This design comes from an exercise in tuning for small area and a short achievable clock period on the open sky130 flow, not from production work. Where RTL was checked, it was by simulation tests only, not by an equivalence proof against the original. The RTL of run 1 was laid out without a check of its function.

## flow/design.v (module list and top-level ports; edited modules follow where they fit)
// module mux2i_cell: 8 lines
// module fa_cell: 10 lines
// module ha_cell: 9 lines
// module fft_butterfly_r2: 4456 lines
module fft_butterfly_r2 (
    input  wire        clk,
    input  wire        rst,
    input  wire        in_valid,
    input  wire        inverse,
    input  wire [31:0] a_re,
    input  wire [31:0] a_im,
    input  wire [31:0] b_re,
    input  wire [31:0] b_im,
    input  wire [31:0] w_re,
    input  wire [31:0] w_im,
    output reg         out_valid,
    output reg  [31:0] x0_re,
    output reg  [31:0] x0_im,
    output reg  [31:0] x1_re,
    output reg  [31:0] x1_im
);
  // ...
==> flow/run.sh <==
#!/bin/bash
# synth_recipe.tcl (not shown) runs the flow's synth.tcl, then flattens the netlist and writes it again
# the make line also repeats each setting of config.mk as NAME=value (left out here)
make -C /OpenROAD-flow-scripts/flow DESIGN_CONFIG=/design/flow/config.mk WORK_HOME=/design/flow/orfs CLKGATE_MAP_FILE= SYNTH_SCRIPT=/design/flow/synth_recipe.tcl finish
==> flow/config.mk <==
export PLATFORM = sky130hd
export DESIGN_NAME = fft_butterfly_r2
export DESIGN_NICKNAME = fft_butterfly_r2
export VERILOG_FILES = /design/flow/design.v
export SDC_FILE = /design/flow/constraint.sdc
export NUM_CORES = 8
export LEC_CHECK = 0
export CAP_MARGIN = 20
export CORE_MARGIN = 2
export CORE_UTILIZATION = 45
export SETUP_SLACK_MARGIN = 2
export SLEW_MARGIN = 20
export SYNTH_HIERARCHICAL = 1
==> flow/constraint.sdc <==
create_clock -name core_clock -period 80.0 [get_ports {clk}]
set_input_delay 16.0000 -clock core_clock [delete_from_list [all_inputs] [get_ports {clk}]]
set_output_delay 16.0000 -clock core_clock [all_outputs]
set_load 0.01 [all_outputs]
==> reports/qor.txt, run 1 <==
RUN STATUS
----------------------------------------------------------------------------
Status                                              timing/DRC/antenna clean

DIE
----------------------------------------------------------------------------
DIE AREA                                                          301000 µm²

STA
----------------------------------------------------------------------------
Setup Total Neg Slack                                                   0 ps
Slew @ Worst Pin                                                     1120 ps

CLOCK TREE
----------------------------------------------------------------------------
Number of buffers inserted by hold repair at cts                           0
Number of buffers inserted during clock tree synthesis                    80
H-tree Lvls                                                                3

FINISH
----------------------------------------------------------------------------
Commonest non-fill, non-tap cell in the layout                       nand2_1
Final non-clock buffer share                                          0.0351
Post-route cell area                                              143000 µm²
Seq_cells                                                                645
Non-filler instance count after layout                                 19600
Share of cells above drive strength 1                                 0.0500
Clock tree cell share of total cell area                              0.0189
Layout Area Growth over Synthesis                                      7.38%
Cell class ranked first by area                                 multi-input combinational cells

SYNTH
----------------------------------------------------------------------------
Avg Synthesized Cell Area                                           8.45 µm²
Share of synthesized cell area in and, or, nand and nor gates          0.204
Complex-gate fraction of the synthesized area                          0.123
Area share of the largest cell type after synthesis                    0.295
Synthesis-stage register bit count                                       645
Mux cell area share after synthesis                                    0.115

CRITICAL PATH
----------------------------------------------------------------------------
Worst Setup Path Type                                             reg -> reg
WP data required                                                    80800 ps
WP depth                                                                  73
R2r worst-path depth                                                      73
Worst r2r dst                                                       r2_t[53]

PLACEMENT
----------------------------------------------------------------------------
Minimum setup slack after placement                                 60190 ps

DRT
----------------------------------------------------------------------------
Via-per-instance ratio                                                  5.98
DR WL met2                                                         204000 µm

HOLD PATH
----------------------------------------------------------------------------
Hold wc startpoint                                                r1_are[30]

==> run 2, diff against run 1 <==
--- a/flow/design.v
+++ b/flow/design.v
@@ -65,16 +65,17 @@
         r0_bim <= b_im;
         r0_wre <= w_re;
         r0_wim <= w_im;
         r0_inv <= inverse;
     end
     wire [31:0] wi = {r0_wim[31] ^ r0_inv, r0_wim[30:0]};
     wire [127:0] opnd = {r0_bim, r0_bre, wi, r0_wre};
     wire [19:0]  op_lz, op_tz;
+    wire [23:0]  op_one, op_two, op_neg;
     genvar go;
     generate
         for (go = 0; go < 4; go = go + 1) begin : g_op
             wire [31:0] xo = opnd[32*go +: 32];
             wire [23:0] mo = {xo[30:23] != 8'd0, xo[22:0]};
             reg  [4:0]  lzo, tzo;
             integer     i;
             always @* begin
@@ -83,16 +84,29 @@
                     if (mo[i]) lzo = 5'd23 - i[4:0];
                 tzo = 5'd0;
                 for (i = 23; i >= 0; i = i - 1)
                     if (mo[i]) tzo = i[4:0];
             end
             assign op_lz[5*go +: 5] = lzo;
             assign op_tz[5*go +: 5] = tzo;
         end
+        for (go = 0; go < 2; go = go + 1) begin : g_enc
+            wire [31:0] xo = opnd[32*go +: 32];
+            wire [24:0] me = {xo[30:23] != 8'd0, xo[22:0], 1'b0};
+            genvar gd;
+            for (gd = 0; gd < 12; gd = gd + 1) begin : g_d
+                wire b2 = me[2*gd + 2];
+                wire b1 = me[2*gd + 1];
+                wire b0 = me[2*gd];
+                assign op_one[12*go + gd] = b1 ^ b0;
+                assign op_two[12*go + gd] = (b2 & ~b1 & ~b0) | (~b2 & b1 & b0);
+                assign op_neg[12*go + gd] = b2;
+            end
+        end
     endgenerate
     localparam [7:0] IA = {2'd1, 2'd0, 2'd1, 2'd0};    
     localparam [7:0] IB = {2'd2, 2'd3, 2'd3, 2'd2};
     wire [127:0] prod;
     genvar gm;
     generate
         for (gm = 0; gm < 4; gm = gm + 1) begin : g_mul
             localparam integer JA = (IA >> (2*gm)) & 3;
@@ -119,16 +133,19 @@
             wire a_nan  = a_max & ~a_fz;
             wire b_nan  = b_max & ~b_fz;
             wire a_inf  = a_max & a_fz;
             wire b_inf  = b_max & b_fz;
             wire a_zero = a_sub & a_fz;
             wire b_zero = b_sub & b_fz;
         wire [23:0] ma = {~a_sub, fa};
         wire [23:0] mb = {~b_sub, fb};
+        wire [11:0] bone = op_one[12*JA +: 12];
+        wire [11:0] btwo = op_two[12*JA +: 12];
+        wire [11:0] bneg = op_neg[12*JA +: 12];
         wire pp1;
         assign pp1 = ~(ma[0] & mb[0]);
         wire pp2;
         assign pp2 = ~(ma[0] & mb[1]);
         wire pp3;
         assign pp3 = ~(ma[0] & mb[2]);
         wire pp4;
         assign pp4 = ~(ma[0] & mb[3]);
==> flow/flow/run.sh (new file) <==
#!/bin/bash
set -euo pipefail
SETUP_MARGIN=62.8
bash standard.sh synth > synth.log 2>&1
bash standard.sh "SETUP_SLACK_MARGIN=$SETUP_MARGIN" \
    "BUFFER_PORTS_ARGS=-buffer_cell sky130_fd_sc_hd__buf_2" \
    floorplan > floorplan.log 2>&1
bash standard.sh "SETUP_SLACK_MARGIN=$SETUP_MARGIN" \
    "BUFFER_PORTS_ARGS=-buffer_cell sky130_fd_sc_hd__buf_2" \
    place > place.log 2>&1
bash standard.sh "SETUP_SLACK_MARGIN=$SETUP_MARGIN" \
    "BUFFER_PORTS_ARGS=-buffer_cell sky130_fd_sc_hd__buf_2" \
    cts > cts.log 2>&1
bash standard.sh "SETUP_SLACK_MARGIN=$SETUP_MARGIN" \
    "BUFFER_PORTS_ARGS=-buffer_cell sky130_fd_sc_hd__buf_2" \
    finish > finish.log 2>&1
==> flow/standard.sh (new file) <==
#!/bin/bash
# synth_recipe.tcl (not shown) runs the flow's synth.tcl, then flattens the netlist and writes it again
# the make line also repeats each setting of config.mk as NAME=value (left out here)
make -C /OpenROAD-flow-scripts/flow DESIGN_CONFIG=/design/flow/config.mk WORK_HOME=/design/flow/orfs CLKGATE_MAP_FILE= SYNTH_SCRIPT=/design/flow/synth_recipe.tcl "${@:-finish}"
removed: flow/run.sh
==> run 2 against run 1 <==
Compared with the run above:
- largest cell class unchanged
- critical path type is now reg -> out
- highest routed layer unchanged
- flip-flop and latch count is the same
- clock skew down 55 ps
- still clean
- routed wire length rose by 2.7%
==> reports/qor.txt, run 2 <==
PLACEMENT
-------------------------------------------------------------------------------------------------
Last weighted congestion value of the routability-driven placer                             0.983
Number of port buffers                                                                        324
Instance area after placement                                                          137000 µm²
HPWL after detailed placement                                                           360000 µm

STA
-------------------------------------------------------------------------------------------------
Setup repair after global routing missed its margin                                          true
Number of setup violations in the final report                                                  0
Max-slew violations                                                                             0
Hold Slack                                                                                 322 ps
Hold Fails Final Rpt                                                                            0
Slew @ Worst Pin                                                                          1160 ps   +45.6 ps
Setup Total Neg Slack                                                                        0 ps   unchanged
Post-layout minimum cycle time                                                           17320 ps
Setup skew after layout                                                                   91.8 ps
Final period util                                                                           0.216
Max Freq                                                                               0.0577 GHz
Max-Slew Margin vs Limit                                                                    0.226

CLOCK TREE
-------------------------------------------------------------------------------------------------
Number of buffers inserted during clock tree synthesis                                         79   -1.3%
CTS tree                                                                                    built
H-tree Lvls                                                                                     3   unchanged
Clk pin slew, worst setup/hold paths                                                        60 ps
Number of buffers inserted by hold repair at cts                                                0   unchanged
Clock tree sinks                                                                              645
Number of buffers on the longest clock path                                                     4
Clock latency reported for the late side of the worst-skew pair                            810 ps
Cell chosen for the clock root                                                          clkbuf_16

SYNTH
-------------------------------------------------------------------------------------------------
Top FF cell, synth                                                                        dfxtp_1
Count of synthesis-stage warnings from yosys                                                    7
Async SR Flop Fraction                                                                          0
Synth cell count leaders                                                             nand2_1, fa_1, mux2i_1, nor2_1, inv_1
Seq/Total Area, Yosys                                                                      0.0982
Synthesis-stage register bit count                                                            645   unchanged
Top cells by area in the synthesized netlist                                         fa_1, mux2i_1, dfxtp_1
Number of distinct library cell variants in the gate-level netlist after synthesis            114
Area share of the largest cell type after synthesis                                         0.299   +0.00391
Number of synthesized flops with an enable pin                                                  0
Most common cell in the netlist                                                           nand2_1
Cells after synthesis                                                                       15600
Avg Synthesized Cell Area                                                                8.43 µm²   -0.26%
Total standard cell area after synthesis                                               132000 µm²
Synth area leader                                                                            fa_1

DIE
-------------------------------------------------------------------------------------------------
Row count                                                                                     198
Starting density of the core                                                                0.452
Die Span X                                                                                 545 µm
DIE AREA                                                                               297000 µm²   -1.3%
Core ar.                                                                               291000 µm²
I/O pin cnt                                                                                   325
Die extent in y                                                                            545 µm

GLOBAL ROUTE
-------------------------------------------------------------------------------------------------
Met2 routing resource usage after global routing                                            0.503
Vias in the first global route                                                             117000
GRT Max-Usage Layer                                                                          met2
M1 GR Usage                                                                                 0.414
Remaining global-route overflow                                                                 0
Number of antenna violations at the first check in global routing                              24
Met3 track demand over resource                                                            0.0549
All-Layer GR Usage                                                                          0.313
Pin count of the biggest net entering global routing                                           73
Wire length of the first global-routing pass                                            716000 µm

CRITICAL PATH
-------------------------------------------------------------------------------------------------
Startpoint types                                                                        flip-flop
Setup crit end kind                                                                  primary output
Worst r2r dst                                                                            r2_t[16]
Worst path buffer plus inverter count                                                           1
Register-to-Register Setup Slack                                                         63550 ps
Worst setup path end                                                                    x0_im[29]
Highest-delay cell along the critical path                                                dfxtp_4
Launching instance or port of the critical path                                         x0_im[29]
Crit path arrival time                                                                    1320 ps
Largest fanout on the critical path                                                             1
WP depth                                                                                        1   -99%
Crit path max-delay family                                                             flip-flops
Origin of the critical flop-to-flop path                                              r1_prod[24]
Worst Setup Path Type                                                                  reg -> out
WP data required                                                                         64000 ps   -16800 ps
R2r worst-path depth                                                                           73   unchanged
Largest incremental delay on the critical path                                             370 ps
Ordered cell list for the critical path                                                     buf_6

DRT
-------------------------------------------------------------------------------------------------
Via count                                                                                  117000
Number of iterations in the first detailed-routing pass                                         6
Via-per-instance ratio                                                                       5.96   -0.34%
Total wire length after detailed routing                                                473000 µm
Number of design rule violations left after detail routing                                      0
Number of DRC violations after detailed-routing iteration 0                                  9804
WL/cell                                                                                   24.2 µm
Count of nets left with antenna violations after detail routing                                 0

FINISH
-------------------------------------------------------------------------------------------------
Commonest cells after routing, fill and taps aside                                   nand2_1, fa_1, mux2i_1, nor2_1, inv_1
Share of cells above drive strength 1                                                       0.102   +0.0517
Layout Area Growth over Synthesis                                                           9.41%
Biggest registers after layout                                                       r1_prod x128, r2_t x64
Register bank with the most flops                                                         r1_prod
Post-route cell area                                                                   144000 µm²   +0.56%
Commonest non-fill, non-tap cell in the layout                                            nand2_1
Filler Cell Count                                                                           28100
Fin nets                                                                                    18500
Number of flip-flops in the largest register                                                  128

RUN
-------------------------------------------------------------------------------------------------
Max-cap viol count                                                                              0

HOLD PATH
-------------------------------------------------------------------------------------------------
Min-delay worst type                                                                   reg -> reg

RUN STATUS
-------------------------------------------------------------------------------------------------
Status                                                                   timing/DRC/antenna clean

[run 2: kinds of logic after synthesis]
| group | synth area share |
|---|---|
| AND/OR/NAND/NOR | 0.202 |
| adder cells (fa/ha/maj) | 0.371 |
| AO/OA/AOI/OAI | 0.119 |
| buffers and inverters | 0.0471 |
| multiplexers | 0.114 |
| XOR/XNOR | 0.0490 |
| flip-flops | 0.0982 |
| other | 0.0000285 |
[run 2: layout make-up]
class | count | area (µm²) | share of cell area
flip-flops and latches | 645 | 13200 | 0.0918
clock buffers | 101 | 2210 | 0.0154
inverters | 807 | 3090 | 0.0215
repair buffers | 725 | 5570 | 0.0387
diodes | 13 | 32.5 | 0.000226
clock inverters | 36 | 514 | 0.00357
repair inverters | 7 | 47.5 | 0.000330
multi-input cells | 13300 | 114000 | 0.795
well taps | 3900 | 4880 | 0.0339
[run 2: worst reg2reg max path, delay by kind of cell (launching register included)]
family,cells,cell delay [ps]
flops,1,400
simple gates,31,6890
mux,7,1750
xor+xnor,1,170
buf+inv,11,1780
compound gates,17,3650
fa+ha+maj,6,1770
[run 2: Yosys stat by module, one instance, submodules excluded]
| module | times used | flip-flops and latches |
|---|---|---|
| fa_cell | 1932 | 0 |
| fft_butterfly_r2 | 1 | 645 |
| mux2i_cell | 1236 | 0 |
[run 2: how the worst min path moves through the flow]
| stage | start | endpoint | slack (ps) | cells after the start |
|---|---|---|---|---|
| floorplan | r0_aim[0] | r1_aim[0] | 310 | 0 |
| global route | r0_aim[14] | r1_aim[14] | 330 | 0 |
| finish | r0_aim[14] | r1_aim[14] | 320 | 0 |
| detailed placement | r1_aim[18] | r2_aim[18] | 310 | 0 |
| CTS | r1_aim[0] | r2_aim[0] | 330 | 0 |
| global placement | r1_aim[28] | r2_aim[28] | 310 | 0 |
[run 2: metal layers]
layer | up-vias | wire (µm) | share of wire
met5 | - | 56 | 0.00012
met4 | 8 | 23200 | 0.049
met3 | 984 | 39600 | 0.084
met2 | 5053 | 214000 | 0.45
met1 | 57700 | 196000 | 0.41
li1 | 52800 | - | -
[run 2: timing repair]
item	in CTS	in global routing
pin swaps	6	45
buffers inserted	42	116
gates resized for setup	309	360
hold endpoints to repair	0	0
cloned	5	13
endpoints found under the setup margin	338	384
[run 2: through the flow]
stage               setup WS (ps)  instances   util
floorplan                   62820      15600      -
global placement            60270      19200  0.471
detailed placement          59900      19200  0.471
CTS                         62630      19400  0.486
global route                62580      19500  0.495
finish                      62680      19600  0.495

[what the ideal ports hide]
The flow's constraints put no driver on any port. The routed layouts listed below were extracted and timed again, unchanged, in two steps.
Step 1 (the two cells are an assumption about what drives the block):
set clk [get_ports {clk}]
set_driving_cell -lib_cell sky130_fd_sc_hd__clkbuf_16 $clk
set_driving_cell -lib_cell sky130_fd_sc_hd__buf_2 [delete_from_list [all_inputs] $clk]
Step 2 also shifts input and output timing later by t, the mid clock arrival at the registers, as if the neighbouring blocks saw the same clock.
Three values: ideal, step 1, step 2; two values: the first two.
| run | shift t [ns] | setup slack, ns | worst setup path at the end | latest minus earliest clock arrival (ns) | worst data-port slew with drivers (ns) |
|---|---|---|---|---|---|
| run 1 | 0.930 | 59.438 / 59.438 / 59.438 | register to register | 0.147 / 0.147 | 0.17 |
| run 2 | 0.853 | 62.681 / 62.601 / 63.454 | register to output | 0.104 / 0.104 | 0.17 |
After both steps every run listed still meets setup and hold.
